What follows belongs to an exercise in optimizing a design on an open flow for small area and few clock cycles per item; a production flow would make more cautious choices. Function was checked by simulation only, so behaviour that the tests miss may differ from the original. Power and IR drop assume default switching activity.

==> flow/design.v (excerpt) <==
module dnp_codec (
    input  wire        clk,
    input  wire        rst,         
    input  wire        req_valid,
    input  wire        req_write,
    input  wire [25:0] req_addr,
    input  wire [63:0] req_wdata,
    output reg         rsp_valid,
    output reg  [63:0] rsp_rdata
);
    localparam FRAME_MAX   = 64;
    localparam PAYLOAD_MAX = 36;
    localparam HDR_BYTES   = 28;
    localparam [7:0] A_CMD      = 8'h00, A_STATUS   = 8'h08, A_CTRL     = 8'h10,
                     A_CAP      = 8'h18, A_FLG_IN   = 8'h20, A_FLG_OUT  = 8'h28,
                     A_ADDR_IN  = 8'h30, A_ADDR_SVC = 8'h38, A_ADDR_CMP = 8'h40,
                     A_ADDR_RES = 8'h48, A_ADDR_TGT = 8'h50, A_PKT_ID   = 8'h58,
                     A_PKT_FLAGS= 8'h60, A_PKT_REQ  = 8'h68, A_PKT_RSP  = 8'h70,
                     A_PKT_DWS  = 8'h78, A_PKT_DWE  = 8'h80, A_PKT_PLEN = 8'h88,
                     A_PKT_PRES = 8'h90, A_IN_LEN   = 8'h98, A_OUT_LEN  = 8'hA0;
    localparam [3:0] OP_PACK = 4'h1, OP_UNPACK = 4'h2, OP_PARSE = 4'h3,
                     OP_SERIAL = 4'h4, OP_DECODE = 4'h5, OP_CLEAR = 4'h6;
    localparam [3:0] E_NONE = 4'd0, E_FLAGS_RANGE = 4'd1, E_LEN_RANGE = 4'd2,
                     E_MISSING = 4'd3, E_SHORT = 4'd4, E_OVERFLOW = 4'd5, E_BAD_CMD = 4'd6;
    reg [63:0] flg_in;
    reg [7:0]  flg_v;           
    reg        flg_hi;          
    reg [63:0] addr_in;
    reg [47:0] dec;             
    reg        dec_v;
    reg [63:0] pkt_id_n;        
    reg [7:0]  pkt_flags_n;
    reg [63:0] pkt_req_n, pkt_rsp_n, pkt_dws_n, pkt_dwe_n;
  ...
For scale: ~5700 cells after synthesis, ~2000 flip-flops, roughly 160 I/O pins.
==> flow/config.mk <==
export PLATFORM = sky130hd
export DESIGN_NAME = dnp_codec
export DESIGN_NICKNAME = dnp_codec
export VERILOG_FILES = /design/flow/design.v
export SDC_FILE = /design/flow/constraint.sdc
export NUM_CORES = 4
export LEC_CHECK = 0
export CAP_MARGIN = 20
export CORE_MARGIN = 2
export CORE_UTILIZATION = 45
export GPL_TIMING_DRIVEN = 0
export PLACE_DENSITY = 0.6
export SETUP_SLACK_MARGIN = 1.5
export SLEW_MARGIN = 20
==> flow/constraint.sdc <==
create_clock -name core_clock -period 10.0 [get_ports {clk}]
set_input_delay 2.0000 -clock core_clock [delete_from_list [all_inputs] [get_ports {clk}]]
set_output_delay 2.0000 -clock core_clock [all_outputs]
set_load 0.01 [all_outputs]
standard.sh (not shown) runs the stock make flow with config.mk's settings and CLKGATE_MAP_FILE= SYNTH_SCRIPT=/design/flow/synth_recipe.tcl, a recipe that flattens the netlist after the stock synthesis.
==> flow/flow/run.sh <==
#!/bin/bash
# Own flow: the standard layout (standard.sh) with these changes:
#  - synthesis maps the combinational logic with ABC (structural choices,
#    the area-recovering &nf mapper)
#    then ABC's timing-driven buffering and sizing (flow/map.script),
#    instead of ORFS's abc_speed/abc_area script; the registers, their names
#    and cell types are the standard synthesis's (flip-flops are mapped
#    before ABC runs, and ABC only sees the combinational logic);
#  - port buffers are the smallest buffer cell (buf_1);
#  - CTS uses clkbuf_8 with sink clusters of at most 18 and no dummy loads;
#  - after global routing, one more repair_design with wider margins
#    (flow/post_grt.tcl), so the layout keeps its slew and capacitance limits
#    after detailed routing.
# Each make step writes its own log under orfs/logs; make's output goes to
# make_finish.log.
set -euo pipefail
W=$(pwd)
export MY_ABC_SCRIPT=$W/flow/map.script
export BUFFER_PORTS_ARGS="-buffer_cell sky130_fd_sc_hd__buf_1"
export CTS_ARGS="-sink_clustering_enable -repair_clock_nets -dont_use_dummy_load -buf_list sky130_fd_sc_hd__clkbuf_8 -sink_clustering_size 18 -sink_clustering_max_diameter 50"
export POST_GLOBAL_ROUTE_TCL=$W/flow/post_grt.tcl
sed -E "s#SYNTH_SCRIPT=[^ ]+#SYNTH_SCRIPT=$W/flow/my_synth.tcl#" standard.sh > my_standard.sh
grep -q "SYNTH_SCRIPT=$W/flow/my_synth.tcl" my_standard.sh
bash my_standard.sh finish > make_finish.log 2>&1
Other scripts of this flow, unchanged in this note and not shown: flow/flow/map.script, flow/flow/my_synth.tcl, flow/flow/post_grt.tcl
The first run completed with no timing, DRC or antenna violations.
Testbench counts at the start, summed over its fixed seeds: cycles 45,333, accesses 45,046.
==> next run, changes <==
--- a/flow/flow/run.sh
+++ b/flow/flow/run.sh
@@ -8,5 +8,5 @@
 #    before ABC runs, and ABC only sees the combinational logic);
 #  - port buffers are the smallest buffer cell (buf_1);
-#  - CTS uses clkbuf_8 with sink clusters of at most 18 and no dummy loads;
+#  - CTS uses clkbuf_8 with sink clusters of at most 14 and no dummy loads;
 #  - after global routing, one more repair_design with wider margins
 #    (flow/post_grt.tcl), so the layout keeps its slew and capacitance limits
@@ -18,5 +18,5 @@
 export MY_ABC_SCRIPT=$W/flow/map.script
 export BUFFER_PORTS_ARGS="-buffer_cell sky130_fd_sc_hd__buf_1"
-export CTS_ARGS="-sink_clustering_enable -repair_clock_nets -dont_use_dummy_load -buf_list sky130_fd_sc_hd__clkbuf_8 -sink_clustering_size 18 -sink_clustering_max_diameter 50"
+export CTS_ARGS="-sink_clustering_enable -repair_clock_nets -dont_use_dummy_load -buf_list sky130_fd_sc_hd__clkbuf_8 -sink_clustering_size 14 -sink_clustering_max_diameter 40"
 export POST_GLOBAL_ROUTE_TCL=$W/flow/post_grt.tcl
 sed -E "s#SYNTH_SCRIPT=[^ ]+#SYNTH_SCRIPT=$W/flow/my_synth.tcl#" standard.sh > my_standard.sh
- CORE_UTILIZATION: 45 -> 50
- PLACE_DENSITY: 0.6 -> 0.62
Result: Total power is higher by 2.9%; synthesized area is unchanged; utilization is higher by 5.8 points; global-route usage rose by 3.2 points; sequential cell count is unchanged; synthesized cell count does not change; clock skew rose by 0.0046 ns; setup slack loses 0.17 ns.

re-timing with driven ports:
How much do the figures lean on ideal ports? The routed layouts below were timed once more, with nothing changed but the port constraints. Step 1 (the two cells are an assumption about what drives the block):
set clk [get_ports {clk}]
set_driving_cell -lib_cell sky130_fd_sc_hd__clkbuf_16 $clk
set_driving_cell -lib_cell sky130_fd_sc_hd__buf_2 [delete_from_list [all_inputs] $clk]
Step 2, shift: input delay + t, output delay - t, t = (earliest + latest rising clock arrival at the registers) / 2. This alone moves slack from input paths to output paths. Slacks: no drivers / after step 1 / after step 2; pairs: no drivers / after step 1.
run | shift t [ns] | slack for setup (ns) | worst hold slack (ns) | clock arrival spread, ns | worst register clock-pin slew, ns
the first run | 1.116 | 1.042 / 0.952 / 1.575 | 0.344 / 0.344 / 0.344 | 0.140 / 0.140 | 0.12 / 0.12
the second run | 1.045 | 0.874 / 0.781 / 0.679 | 0.329 / 0.329 / 0.329 | 0.178 / 0.178 | 0.10 / 0.10
After both steps every run listed still meets setup and hold. For the second run, which loses most, drivers alone change the setup slack by -0.093 ns; drivers and shift together by -0.195 ns.
